From an optimization exercise on the open Yosys and OpenROAD flow, aimed at small area, a short achievable clock period and few clock cycles; shortcuts taken in it are not production practice. Only simulation tests tie the RTL to the original design; equivalence was not proved. Power and IR drop assume default switching activity.

// sympack
module sympack (
    input  wire        clk,
    input  wire        rst,           
    input  wire        cmd_valid,
    output reg         cmd_ready,
    input  wire [10:0] cmd,           
    output reg         rsp_valid,
    output reg  [1:0]  rsp_status,    
    output reg  [7:0]  rsp_bytes,     
    output reg  [7:0]  rsp_terr,      
    output reg         tx_valid,
    input  wire        tx_ready,
    output reg  [7:0]  tx_data,
    output reg         tx_last,
    input  wire        ta_valid,
    input  wire        ta_err,
    input  wire [7:0]  ta_code
);
For scale: roughly 2,500 cells after synthesis, roughly 1,100 flip-flops, roughly 55 I/O pins.
==> module sympack, before the edit <==
module sympack (
    input  wire        clk,
    input  wire        rst,           
    input  wire        cmd_valid,
    output reg         cmd_ready,
    input  wire [10:0] cmd,           
    output reg         rsp_valid,
    output reg  [1:0]  rsp_status,    
    output reg  [7:0]  rsp_bytes,     
    output reg  [7:0]  rsp_terr,      
    output reg         tx_valid,
    input  wire        tx_ready,
    output reg  [7:0]  tx_data,
    output reg         tx_last,
    input  wire        ta_valid,
    input  wire        ta_err,
    input  wire [7:0]  ta_code
);
    localparam NSLOT = 111;                
    localparam NGRP  = 14;                 
    reg         rdy;                       
    reg  [6:0]  n;                         
    reg         nz;                        
    reg         n1;                        
    reg         n112;                      
    reg  [3:0]  glast;                     
    reg         ovf;                       
    reg  [3:0]  rg;                        
    reg  [8:0]  rr;                        
    reg  [9*NSLOT-1:0] ring;
    reg  [6:0]  gap;                       
    reg  [13:0] qg;                        
    reg  [7:0]  qp;                        
    reg  [8:0]  sa;                        
    reg  [8:0]  sb;
    reg  [6:0]  left;                      
    reg         lv;                        
    wire [1:0] op      = cmd[10:9];
    wire       accept  = cmd_valid && cmd_ready;
    wire       n115    = n112 && (n[3:0] == 4'd3);
    wire       nbig    = n112 && (n[3:0] != 4'd0);      
    wire       nzero   = nz;
    wire       nge2    = (n[6:1] != 6'd0);
    wire       nge3    = nge2 && !(n == 7'd2);
    wire       acc_pack  = accept && (op == 2'b00);
    wire       acc_flush = accept && (op == 2'b01);
    wire       acc_send  = acc_flush && !ovf && !nbig && !nzero;
    wire       ins     = acc_pack && !ovf && !n112 && !nz;   
    wire       take    = tx_valid && tx_ready;
    wire       hold    = tx_valid && !tx_ready;
    wire       waiting = !rdy && !tx_valid;
    wire       answer  = waiting && ta_valid;
    wire       fetch   = take && !tx_last && !rr[8];    
    wire [3:0] grps  = n[6:3] + {3'b0, (n[2:0] != 3'd0)};        
    wire [7:0] flen  = {1'b0, grps, 3'b000} + {4'b0, grps};      
    integer g, p, i;
    integer j;
    always @(posedge clk) begin
        for (j = 1; j < NSLOT; j = j + 1)
            ring[9*j +: 9] <= ring[9*(j-1) +: 9];
        ring[8:0] <= ins ? cmd[8:0] : ring[9*NSLOT-1 -: 9];
    end
    wire       sv = tx_valid ? lv : nge2;
    reg  [8:0] psym [0:7];
    reg  [8:0] rsym;
    always @(*) begin
        for (p = 0; p < 8; p = p + 1) begin
            psym[p] = 9'd0;
            for (g = 0; g < NGRP; g = g + 1)
                if (8*g + p < NSLOT)
                    psym[p] = psym[p] | ({9{qg[g]}} & ring[9*(8*g + p) +: 9]);
        end
        rsym = 9'd0;
        for (p = 0; p < 8; p = p + 1)
            rsym = rsym | ({9{qp[p] & sv}} & psym[p]);
    end
    reg  [7:0] gear;
    integer r;
    always @(*) begin
        gear = 8'd0;
        for (r = 0; r < 9; r = r + 1)
            for (i = 0; i < 8; i = i + 1)
                gear[7 - i] = gear[7 - i] | (rr[r] & ((i < r) ? sa[r - i - 1] : sb[8 - i + r]));
    end
    wire last_next = rr[8] && (rg == glast);
    always @(posedge clk) begin
        tx_data <= hold ? tx_data : (tx_valid ? gear : sa[8:1]);
        if (rst)
            tx_last <= 1'b0;
        else if (!hold)
            tx_last <= last_next && tx_valid;
    end
    always @(posedge clk) begin
        if (fetch)
            sa <= sb;
        else if (acc_pack && nz)
            sa <= cmd[8:0];
        if (fetch || (rdy && !tx_valid))
            sb <= rsym;
    end
    always @(posedge clk) begin
        if (rst || (ins && n1)) begin
            qg <= 14'd1;
            qp <= 8'd1;
        end else if (!(acc_send || fetch)) begin
            if (qg[13] && qp[6]) begin                   
                qg <= 14'd1;
                qp <= 8'd1;
            end else begin
                qp <= {qp[6:0], qp[7]};
                if (qp[7]) qg <= {qg[12:0], qg[13]};
            end
        end
    end
    always @(posedge clk) begin
        if (acc_send) begin
            left <= n - 7'd2;
            lv   <= nge3;
        end else if (fetch && lv) begin
            left <= left - 7'd1;
            lv   <= (left[6:1] != 6'd0);
        end
    end
    wire [6:0] gap_inc = (gap == 7'd110) ? 7'd0 : gap + 7'd1;
    reg        rdy_n, ovf_n;
    reg [6:0]  n_n;
    always @(*) begin
        rdy_n = rdy;
        ovf_n = ovf;
        n_n   = n;
        if (acc_send) rdy_n = 1'b0;
        if (answer) begin
            rdy_n = 1'b1;
            n_n   = 7'd0;
        end
        if (accept) begin
            case (op)
                2'b00: begin
                    if (!ovf) begin
                        if (n115) ovf_n = 1'b1;
                        else      n_n   = n + 7'd1;
                    end
                end
                2'b01: begin
                    if (!ovf && nbig) ovf_n = 1'b1;
                end
                2'b10: begin
                    n_n   = 7'd0;
                    ovf_n = 1'b0;
                end
                default: ;
            endcase
        end
    end
    wire gap_n0 = ins || (gap == 7'd110);
    wire ring_ok = nz || n1 || (gap == 7'd110) || n112 || ovf;
    wire pack_go = acc_pack && !ovf && !n115;            
    wire clr_n   = answer || (accept && op == 2'b10);
    always @(posedge clk)
        glast <= grps - 4'd1;
    always @(posedge clk) begin
        if (rst) begin
            rdy       <= 1'b1;
            cmd_ready <= 1'b1;
            n         <= 7'd0;
            nz        <= 1'b1;
            n1        <= 1'b0;
            n112      <= 1'b0;
            ovf       <= 1'b0;
            gap       <= 7'd0;
            rg        <= 4'd0;
            rr        <= 9'd1;
            tx_valid  <= 1'b0;
            rsp_valid <= 1'b0;
        end else begin
            rdy       <= rdy_n;
            n         <= n_n;
            nz        <= clr_n || (nz && !pack_go);
            n1        <= !clr_n && (n1 ? !pack_go : (nz && pack_go));
            n112      <= !clr_n && (n112 || (pack_go && n == 7'd111));
            ovf       <= ovf_n;
            gap       <= ins ? 7'd0 : gap_inc;
            cmd_ready <= answer || (rdy && !acc_send && (ring_ok || (accept && op != 2'b11)));
            rsp_valid <= (accept && !acc_send) || answer;
            if (acc_send) begin
                tx_valid <= 1'b1;
                rr       <= 9'd2;
            end
            if (take) begin
                if (tx_last) begin
                    tx_valid <= 1'b0;
                    rg <= 4'd0;
                    rr <= 9'd1;
                end else if (rr[8]) begin
                    rg <= rg + 4'd1;
                    rr <= 9'd1;
                end else begin
                    rr <= {rr[7:0], 1'b0};
                end
            end
        end
    end
    always @(posedge clk) begin
        if (answer) begin
            rsp_status <= ta_err ? 2'd2 : 2'd0;
            rsp_bytes  <= ta_err ? 8'd0 : flen;
            rsp_terr   <= ta_err ? ta_code : 8'd0;
        end else begin
            case (op)
                2'b00:   rsp_status <= (ovf || n115) ? 2'd1 : 2'd0;
                2'b01:   rsp_status <= (ovf || nbig) ? 2'd1 : 2'd0;
                2'b10:   rsp_status <= 2'd0;
                default: rsp_status <= 2'd3;
            endcase
            rsp_bytes <= 8'd0;
            rsp_terr  <= 8'd0;
        end
    end
endmodule
make LEC_CHECK=0 CAP_MARGIN=20 CORE_MARGIN=2 CORE_UTILIZATION=40 CTS_CLUSTER_DIAMETER=60 CTS_CLUSTER_SIZE=20 SETUP_SLACK_MARGIN=3.5 SLEW_MARGIN=20 finish   # period 6.0 ns
run.sh (not shown) runs the stock make flow with config.mk's settings and CLKGATE_MAP_FILE= SYNTH_SCRIPT=/design/flow/synth_recipe.tcl, a recipe that flattens the netlist after the stock synthesis.
Testbench counts at the start, summed over its fixed seeds: cycles 22,994.
Edit:
--- a/flow/design.v
+++ b/flow/design.v
@@ -16,12 +16,11 @@
     input  wire        ta_err,
     input  wire [7:0]  ta_code
 );
-    localparam NSLOT = 111;                
+    localparam NSLOT = 112;                
     localparam NGRP  = 14;                 
     reg         rdy;                       
     reg  [6:0]  n;                         
     reg         nz;                        
-    reg         n1;                        
     reg         n112;                      
     reg  [3:0]  glast;                     
     reg         ovf;                       
@@ -45,7 +44,7 @@
     wire       acc_pack  = accept && (op == 2'b00);
     wire       acc_flush = accept && (op == 2'b01);
     wire       acc_send  = acc_flush && !ovf && !nbig && !nzero;
-    wire       ins     = acc_pack && !ovf && !n112 && !nz;   
+    wire       ins     = acc_pack && !ovf && !n112;     
     wire       take    = tx_valid && tx_ready;
     wire       hold    = tx_valid && !tx_ready;
     wire       waiting = !rdy && !tx_valid;
@@ -61,18 +60,17 @@
         ring[8:0] <= ins ? cmd[8:0] : ring[9*NSLOT-1 -: 9];
     end
     wire       sv = tx_valid ? lv : nge2;
-    reg  [8:0] psym [0:7];
+    reg  [8:0] gsym [0:NGRP-1];
     reg  [8:0] rsym;
     always @(*) begin
-        for (p = 0; p < 8; p = p + 1) begin
-            psym[p] = 9'd0;
-            for (g = 0; g < NGRP; g = g + 1)
-                if (8*g + p < NSLOT)
-                    psym[p] = psym[p] | ({9{qg[g]}} & ring[9*(8*g + p) +: 9]);
+        for (g = 0; g < NGRP; g = g + 1) begin
+            gsym[g] = 9'd0;
+            for (p = 0; p < 8; p = p + 1)
+                gsym[g] = gsym[g] | ({9{qp[p]}} & ring[9*(8*g + p) +: 9]);
         end
         rsym = 9'd0;
-        for (p = 0; p < 8; p = p + 1)
-            rsym = rsym | ({9{qp[p] & sv}} & psym[p]);
+        for (g = 0; g < NGRP; g = g + 1)
+            rsym = rsym | ({9{qg[g] & sv}} & gsym[g]);
     end
     reg  [7:0] gear;
     integer r;
@@ -93,23 +91,21 @@
     always @(posedge clk) begin
         if (fetch)
             sa <= sb;
-        else if (acc_pack && nz)
+        else if (ins && nzero)
             sa <= cmd[8:0];
         if (fetch || (rdy && !tx_valid))
             sb <= rsym;
     end
     always @(posedge clk) begin
-        if (rst || (ins && n1)) begin
+        if (rst) begin
             qg <= 14'd1;
             qp <= 8'd1;
+        end else if (ins && nzero) begin
+            qg <= 14'b10000000000000;
+            qp <= 8'b10000000;
         end else if (!(acc_send || fetch)) begin
-            if (qg[13] && qp[6]) begin                   
-                qg <= 14'd1;
-                qp <= 8'd1;
-            end else begin
-                qp <= {qp[6:0], qp[7]};
-                if (qp[7]) qg <= {qg[12:0], qg[13]};
-            end
+            qp <= {qp[6:0], qp[7]};
+            if (qp[7]) qg <= {qg[12:0], qg[13]};
         end
     end
     always @(posedge clk) begin
@@ -121,7 +117,7 @@
             lv   <= (left[6:1] != 6'd0);
         end
     end
-    wire [6:0] gap_inc = (gap == 7'd110) ? 7'd0 : gap + 7'd1;
+    wire [6:0] gap_inc = (gap == 7'd111) ? 7'd0 : gap + 7'd1;
     reg        rdy_n, ovf_n;
     reg [6:0]  n_n;
     always @(*) begin
@@ -152,19 +148,16 @@
             endcase
         end
     end
-    wire gap_n0 = ins || (gap == 7'd110);
-    wire ring_ok = nz || n1 || (gap == 7'd110) || n112 || ovf;
+    wire gap_n0 = ins || (gap == 7'd111);
+    wire ring_ok = nz || (gap == 7'd111) || n112 || ovf;
     wire pack_go = acc_pack && !ovf && !n115;            
     wire clr_n   = answer || (accept && op == 2'b10);
-    always @(posedge clk)
-        glast <= grps - 4'd1;
     always @(posedge clk) begin
         if (rst) begin
             rdy       <= 1'b1;
             cmd_ready <= 1'b1;
             n         <= 7'd0;
             nz        <= 1'b1;
-            n1        <= 1'b0;
             n112      <= 1'b0;
             ovf       <= 1'b0;
             gap       <= 7'd0;
@@ -176,8 +169,8 @@
             rdy       <= rdy_n;
             n         <= n_n;
             nz        <= clr_n || (nz && !pack_go);
-            n1        <= !clr_n && (n1 ? !pack_go : (nz && pack_go));
             n112      <= !clr_n && (n112 || (pack_go && n == 7'd111));
+            glast     <= grps - 4'd1;
             ovf       <= ovf_n;
             gap       <= ins ? 7'd0 : gap_inc;
             cmd_ready <= answer || (rdy && !acc_send && (ring_ok || (accept && op != 2'b11)));
Sequential cell count came out higher by 8.
First-iteration DRC count came out lower by 16%.
Worst setup slack improved by 0.023 ns.
Die area came out higher by 0.42%.
Worst hold slack improved by 0.0046 ns.
Routed wire length came out lower by 4.0%.
Final area came out higher by 0.90%.
Total power came out higher by 4.4%.
Non-clock buffer count came out higher by 21.
Area after synthesis came out higher by 0.43%.
Global-route usage came out lower by 0.82 points.
Sequential share of layout area is about the same.
Via count came out lower by 0.31%.
Testbench counts after the change, summed over its fixed seeds: cycles 22,994.

==> afterwards: timing with drivers on the ports <==
Ports are ideal in the flow. The routed layouts listed here were re-timed in OpenROAD. Step 1 assumes that a clkbuf_16 drives the clock port and a buf_2 every other input. Step 2 moves the port delays by t, midway between the first and last clock arrival at a register: inputs arrive t later, outputs are due t later. That takes back most of the time a late clock gives input paths. Slacks: ideal / step 1 / step 2; pairs: ideal / step 1.
run	t (ns)	slack for setup (ns)	clock arrival spread, ns	worst slew at a driven data input, ns	cell pins on the clock port's net
the first run	0.680	3.518 / 3.483 / 2.865	0.037 / 0.037	0.08	1
the second run	0.690	3.541 / 3.479 / 2.950	0.025 / 0.024	0.05	1
After both steps every run listed still meets setup and hold. For the first run, which loses most, drivers alone change the setup slack by -0.035 ns; drivers and shift together by -0.653 ns.
